What follows belongs to an exercise in optimizing a design on an open flow for small area, a short achievable clock period and few clock cycles; a production flow would make more cautious choices.
The RTL of this run was laid out without a check of its function.
No activity file was given, so power comes from the tool's default toggle rates.

### design/flow/design.v
module lz77_enc (
    input  wire        clk,
    input  wire        rst,              
    input  wire        in_valid,
    output wire        in_ready,
    input  wire [23:0] in_pixel,         
    input  wire        in_last,          
    output wire        out_valid,
    input  wire        out_ready,
    output wire [7:0]  out_byte,
    output wire        out_last          
);
    reg [23:0] nq;
    reg [2:0]  qc;                       
    reg        sf;                       
    reg        eos;                      
    reg        nfirst;                   
    reg        rdy;                      
    reg [67:0] sw;                       
    reg [15:0] alive;                    
    reg [3:0]  cur_len;                  
    reg        flush;                    
    reg        o_valid;
    reg [7:0]  o_byte;
    reg        o_last;
    wire [3:0] x0  = nq[3:0];
    wire [3:0] x1  = nq[7:4];
    wire [3:0] w16 = sw[67:64];
    wire       go    = !o_valid || out_ready;
    wire       have  = (qc != 3'd0);
    wire       two   = (qc >= 3'd2);
    wire       last0 = eos && (qc == 3'd1);      
    wire       step  = go && have;
    reg [15:0] m0, m1;
    integer o;
    always @* begin
        for (o = 0; o < 16; o = o + 1) begin
            m0[o] = (sw[4*o +: 4] == x0);
            m1[o] = (sw[4*(o+1) +: 4] == x1);
        end
    end
    wire [15:0] a0 = alive & m0;         
    wire [15:0] p  = m0 & m1;            
    wire [15:0] q  = a0 & m1;            
    wire len9 = (cur_len == 4'd9);
    wire len8 = (cur_len == 4'd8);
    wire e0 = len9 || (a0 == 16'd0);
    wire e1 = e0 ? (p == 16'd0) : (len8 || (q == 16'd0));
    wire take2 = !sf && two && !(e0 && e1);
    wire take1 = !take2;
    function [3:0] prio;
        input [15:0] v;
        integer i;
        begin
            prio = 4'd0;
            for (i = 0; i < 16; i = i + 1)
                if (v[i]) prio = i;
        end
    endfunction
    wire [3:0] len_m1 = cur_len - 4'd1;
    wire [7:0] tok0 = (cur_len == 4'd1) ? {1'b0, w16, 3'b000}
                                        : {1'b1, len_m1[2:0] - 3'd1, prio(alive)};
    wire [7:0] tok1 = {1'b1, len_m1[2:0], prio(a0)};
    wire [7:0] tok  = (flush || e0) ? tok0 : tok1;
    wire emit = go && (flush || (have && !sf && (e0 || (take2 && e1))));
    wire done = step && !sf && (last0 || (take2 && eos && qc == 3'd2));
    wire       take_in = in_valid && rdy;
    wire [2:0] qadd = take_in ? 3'd3 : 3'd0;
    wire [2:0] qc0 = qc + qadd;
    wire [2:0] qc1 = qc - 3'd1 + qadd;
    wire [2:0] qc2 = qc - 3'd2 + qadd;
    wire [2:0] qc_n = !step ? qc0 : (take2 ? qc2 : qc1);
    wire       eos_in = take_in && in_last;
    wire       eos_n  = (eos && !done) || eos_in;
    wire       rdy0 = (qc0 <= 3'd3) && !eos && !eos_in;
    wire       rdy1 = (qc1 <= 3'd3) && !(eos && !last0) && !eos_in;
    wire       rdy2 = (qc2 <= 3'd3) && !(eos && qc != 3'd2) && !eos_in;
    wire       rdy_n = !step ? rdy0 : (take2 ? rdy2 : (sf ? rdy1 && !eos : rdy1));
    assign in_ready  = rdy;
    assign out_valid = o_valid;
    assign out_byte  = o_byte;
    assign out_last  = o_last;
    always @(posedge clk) begin
        if (rst) begin
            qc      <= 3'd0;
            eos     <= 1'b0;
            rdy     <= 1'b1;
            nfirst  <= 1'b1;
            flush   <= 1'b0;
            o_valid <= 1'b0;
        end else begin
            qc      <= qc_n;
            eos     <= eos_n;
            rdy     <= rdy_n;
            if (take_in)
                nfirst <= in_last;
            if (go) begin
                flush   <= done;
                o_valid <= emit;
            end
        end
    end
    wire [11:0] pix = {in_pixel[7:4], in_pixel[15:12], in_pixel[23:20]};   
    wire [35:0] nq_ext = {12'd0, nq};
    reg  [23:0] nqc0, nqc1, nqc2;        
    integer i;
    always @* begin
        for (i = 0; i < 6; i = i + 1) begin
            nqc0[4*i +: 4] = (rdy && qc == i)             ? pix[3:0]  :
                             (rdy && qc + 3'd1 == i)      ? pix[7:4]  :
                             (rdy && qc + 3'd2 == i)      ? pix[11:8] : nq_ext[4*i +: 4];
            nqc1[4*i +: 4] = (rdy && qc == i + 1)         ? pix[3:0]  :
                             (rdy && qc == i)             ? pix[7:4]  :
                             (rdy && qc + 3'd1 == i)      ? pix[11:8] : nq_ext[4*(i+1) +: 4];
            nqc2[4*i +: 4] = (rdy && qc == i + 2)         ? pix[3:0]  :
                             (rdy && qc == i + 1)         ? pix[7:4]  :
                             (rdy && qc == i)             ? pix[11:8] : nq_ext[4*(i+2) +: 4];
        end
    end
    wire [23:0] nq_n = ({24{!step}} & nqc0) | ({24{step && take1}} & nqc1) | ({24{step && take2}} & nqc2);
    wire sf_n = (rdy && qc == 3'd0) ? nfirst : (sf && !step);
    wire        w_hold = !step;
    wire        w_seed = step && sf;
    wire        w_s1   = step && !sf && take1;
    wire        w_s2   = step && take2;
    wire [67:0] sw_n = ({68{w_hold}} & sw)
                     | ({68{w_seed}} & {17{x0}})
                     | ({68{w_s1}}   & {x0, sw[67:4]})
                     | ({68{w_s2}}   & {x1, x0, sw[67:8]});
    wire        c1e = w_s1 && e0;                
    wire        c1g = w_s1 && !e0;               
    wire        c2a = w_s2 && e0;                
    wire        c2b = w_s2 && !e0 && e1;         
    wire        c2c = w_s2 && !e0 && !e1;        
    wire [15:0] alive_n = ({16{w_hold}} & alive)
                        | ({16{c1e}} & m0) | ({16{c1g}} & a0)
                        | ({16{c2a}} & p)  | ({16{c2b}} & m1) | ({16{c2c}} & q);
    wire [3:0]  cur_len_n = ({4{w_hold}} & cur_len)
                          | ({4{w_seed | c1e | c2b}} & 4'd1)
                          | ({4{c2a}} & 4'd2)
                          | ({4{c1g}} & (cur_len + 4'd1))
                          | ({4{c2c}} & (cur_len + 4'd2));
    wire [7:0]  o_byte_n = ({8{go}} & tok) | ({8{!go}} & o_byte);
    wire        o_last_n = (go & flush) | (!go & o_last);
    always @(posedge clk) begin
        nq      <= nq_n;
        sf      <= sf_n;
        sw      <= sw_n;
        alive   <= alive_n;
        cur_len <= cur_len_n;
        o_byte  <= o_byte_n;
        o_last  <= o_last_n;
    end
endmodule
### design/flow/flow/run.sh
#!/bin/bash
# Custom flow: the standard layout, with timing repair aiming for
# 7.3 ns of setup slack instead of the flow default, so that the resizer
# also works on paths that already meet the clock, and a clock tree built
# without dummy loads. Logs are kept here.
bash standard.sh SETUP_SLACK_MARGIN=7.3 \
  "CTS_ARGS=-sink_clustering_enable -repair_clock_nets -dont_use_dummy_load -sink_clustering_size 30 -sink_clustering_max_diameter 80 -buf_list sky130_fd_sc_hd__clkbuf_8" \
  finish > standard.log 2>&1
### design/flow/standard.sh
#!/bin/bash
# synth_recipe.tcl (not shown) runs the flow's synth.tcl, then flattens the netlist and writes it again
# the make line also repeats each setting of config.mk as NAME=value (left out here)
make -C /OpenROAD-flow-scripts/flow DESIGN_CONFIG=/design/flow/config.mk WORK_HOME=/design/flow/orfs CLKGATE_MAP_FILE= SYNTH_SCRIPT=/design/flow/synth_recipe.tcl "${@:-finish}"
### design/flow/config.mk
export PLATFORM = sky130hd
export DESIGN_NAME = lz77_enc
export DESIGN_NICKNAME = lz77_enc
export VERILOG_FILES = /design/flow/design.v
export SDC_FILE = /design/flow/constraint.sdc
export NUM_CORES = 4
export LEC_CHECK = 0
export CAP_MARGIN = 20
export CORE_MARGIN = 2
export CORE_UTILIZATION = 40
export CTS_BUF_LIST = sky130_fd_sc_hd__clkbuf_8
export CTS_CLUSTER_DIAMETER = 80
export CTS_CLUSTER_SIZE = 30
export SLEW_MARGIN = 20
### design/flow/constraint.sdc
create_clock -name core_clock -period 10.0 [get_ports {clk}]
set_input_delay 2.0000 -clock core_clock [delete_from_list [all_inputs] [get_ports {clk}]]
set_output_delay 2.0000 -clock core_clock [all_outputs]
set_load 0.01 [all_outputs]
==> impl_metrics.toml <==
[power]
irDropWorstVdd_v = 0.000149
cellPowerDensity_mw_per_mm2 = 440
p_leak_nw = 5.68
power_mw = 6.21

[logic_synthesis]
synth-main-ff-cell = "dfxtp_1"
netlist_area_mm2 = 0.0100
avgSynthCellArea_um2 = 7.51
netlist_instances = 1337
synth_top_area_share_pct = 24.1
synth-edff-count = 9
synth_nets = 1384
yosys.area.top_type = "dfxtp_1"
ys_seq_area_share_pct = 26.8
async_reset_ff_share_pct = 0
synth_top_cells_by_area = "dfxtp_1, nand2_1, xor2_1"
yosysWarnings = 1
ys_ff_latch = 130
synth_cell_types = 70

[grt]
grt_pass1_vias = 10460
grt_max_degree = 38
grt_overflow_total = 0
met2_usage_pct = 47.2
grt_pass1_wl_mm = 59.5
grt.total_usage_pct = 28.7
antenna_found_initial = 1
grt_use_met3_pct = 6.32
use_met1_pct = 35.8
gr-max-usage-layer = "met2"

[setup_path]
slowest_stage = "or4_4"
crit_top_cell = "buf_12"
cp_data_arrival_time_ps = 3530
path_cells = "xnor2_1, nand4_1, o22ai_2, or4_4, o21ba_4, o21a_4, buf_12, buf_12, buf_16, a221oi_2, nand2_1"
cp_data_required_time_ps = 10330
cp-start-kind = "flop"
cpPeakStageDelay_ps = 580
critPathKind = "reg2reg"
cp_max_fo = 5
cp-end-kind = "flop"

[sta]
fmax_mhz = 313
rsz0062_at_grt = "true"
setup_viol = 0
slew_headroom_pct = 37.0
layout_min_cycle_time_ps = 3200
final_max_slew_viol_count = 0
final.period_utilization_pct = 32.0
skew_ps = 54.1
hold_violations = 0
worstMarginPinSlew_ps = 941
setup_tns_ps = 0

[floorplanning]
die_h_um = 162
die_w_um = 162
fp-row-count = 58
io_pins = 40
core-area_mm2 = 0.0249
fp.dieArea_mm2 = 0.0264
start_util_pct = 40.4

[cts]
cts_tree = "yes"
cts_root_buffer = "clkbuf_8"
htree_levels = 4
clk_pin_slew_ps = 70
numCtsBuffers = 17
clk_latency_ps = 480
clock_path_buffers = 2
cts_hold_buf = 0
cts_sinks = 130

[cells_and_area]
final_cell_mix = "nand2_1, dfxtp_1, buf_4, a21oi_1, o21ai_0"
final_util_pct = 56.7
layout_commonest_cell = "nand2_1"
syn_to_final_growth_pct = 40.4
finalNonFillerCells = 1773
fin_area_mm2 = 0.0141
layout-drive-gt1-share_pct = 29.2
fillerInstances = 2043
antennaDiodeCount = 0
nets = 1492

[routing]
viasPerCell = 6.43
drt-wirelength-per-cell_um = 23.9
drcViolationCount = 0
num_vias = 11401
dr.pass1.iters = 9
drt_iter0_drc = 1508
wirelength_mm = 42.3
ant_nets = 0

[placed_design]
dp.cells = 1597
port_buffers = 27
place_hpwl_mm = 21.3
gp_congestion = 0.946
placed_area_mm2 = 0.0105

[outcome]
status = "no timing/DRC/antenna violations"

[worst_hold_path]
hold_path.class = "reg2reg"

[job]
max_cap_violations = 0
## what timing repair did
action / CTS / global route
resized for setup: 288 / 99
cloned: 19 / 18
setup buffers: 83 / 39
pin swaps: 47 / 64
setup endpoints to repair: 148 / 138
## per-stage QoR
stage	worst slack, ps	hold slack, ps
floorplan	6640	416
global placement	5260	458
detailed placement	5260	457
CTS	6960	472
global route	6780	498
finish	6800	477
## state kept, by name, indices dropped and copies added (netlist names), named ones only
signal / count
qc: 3
nq: 24
o_valid: 1
eos: 1
flush: 1
sw: 68
sf: 1
alive: 16
rdy: 1
nfirst: 1
cur_len: 4
## worst max-delay path: cells and delay by family (launching register included)
kind	cells	cell delay, ps
xor gates and xnor gates	1	190
and+or+nand+nor	3	1000
buffers and inverters	3	410
AOI/OAI and AO/OA	4	940
DFF	1	520
## worst paths after layout
check                            start     end  slack (ps)  depth (start not counted)
worst max-delay path            sw[38]  sw[33]        6800                         11
worst min-delay path            nfirst      sf         480                          2
worst max register to register  sw[38]  sw[33]        6800                         11
worst min register to register  nfirst      sf         480                          2
## cell families (layout without fill, tap and decap cells)
logic type	after synthesis	after routing	share of synthesized area [%]
XOR/XNOR	133	133	11.6
AO/OA/AOI/OAI	403	407	28.0
multiplexers	45	45	4.50
AND/OR/NAND/NOR	457	458	20.0
buffers and inverters	151	252	6.81
adder cells (fa/ha/maj)	18	18	2.32
flip-flops	130	130	26.8
## synthesized netlist by cell type (6+ instances only)
master / instances
a21oi_1: 87
buf_1: 7
o21ai_0: 87
nand2b_1: 6
mux2i_1: 44
or3_1: 11
inv_1: 28
a221oi_2: 7
a221oi_1: 61
dfxtp_1: 121
clkbuf_1: 87
edfxtp_1: 9
nor3_1: 14
buf_2: 13
nand3_1: 26
a2bb2oi_1: 7
a22oi_1: 15
a211oi_1: 12
xor2_1: 70
a221o_1: 8
o221ai_1: 27
nor2_1: 54
o22ai_1: 7
xnor2_1: 63
nand2_1: 278
and3_1: 6
a31oi_1: 20
nor4_1: 23
buf_6: 11
a211o_1: 6
nand4_1: 17
ha_1: 17
## layer usage
metal / part of all wire (%) / wire, µm
met1: 39 / 16500
met2: 45 / 19100
met3: 10 / 4260
met4: 5.8 / 2460
met5: 0.031 / 13
## where the power goes
| part | switching (mW) | leakage, nW | internal, mW |
|---|---|---|---|
| registers | 0.430 | 1.11 | 0.803 |
| clock network | 0.200 | 0.122 | 0.150 |
| logic | 2.48 | 4.44 | 2.15 |
| total | 3.11 | 5.68 | 3.10 |
## final cells by class
class	count	area (µm²)	area share (%)
clock buffer	17	234	1.66
sequential	130	2720	19.3
tap	330	413	2.93
inverter	28	111	0.789
timing repair buffer	207	2570	18.2
multi-input combinational	1061	8060	57.1

[static timing again, ports no longer ideal]
No port has a modelled driver above. Below, the same layout with a new extraction and two added sets of constraints.
Step 1, drivers: a clkbuf_16 drives clk and a buf_2 each remaining input, both assumed.
Step 2 moves the port delays by t, midway between the first and last clock arrival at a register: inputs arrive t later, outputs are due t later. That takes back most of the time a late clock gives input paths.
Slacks: no drivers / after step 1 / after step 2; pairs: no drivers / after step 1.
shift t [ns]: 0.497
slack for setup (ns): 6.801 / 6.801 / 6.360
slew at the worst register clock pin (ns): 0.11 / 0.11
After both steps this run still meets setup and hold. For this run, drivers alone change the setup slack by 0.000 ns; drivers and shift together by -0.441 ns.
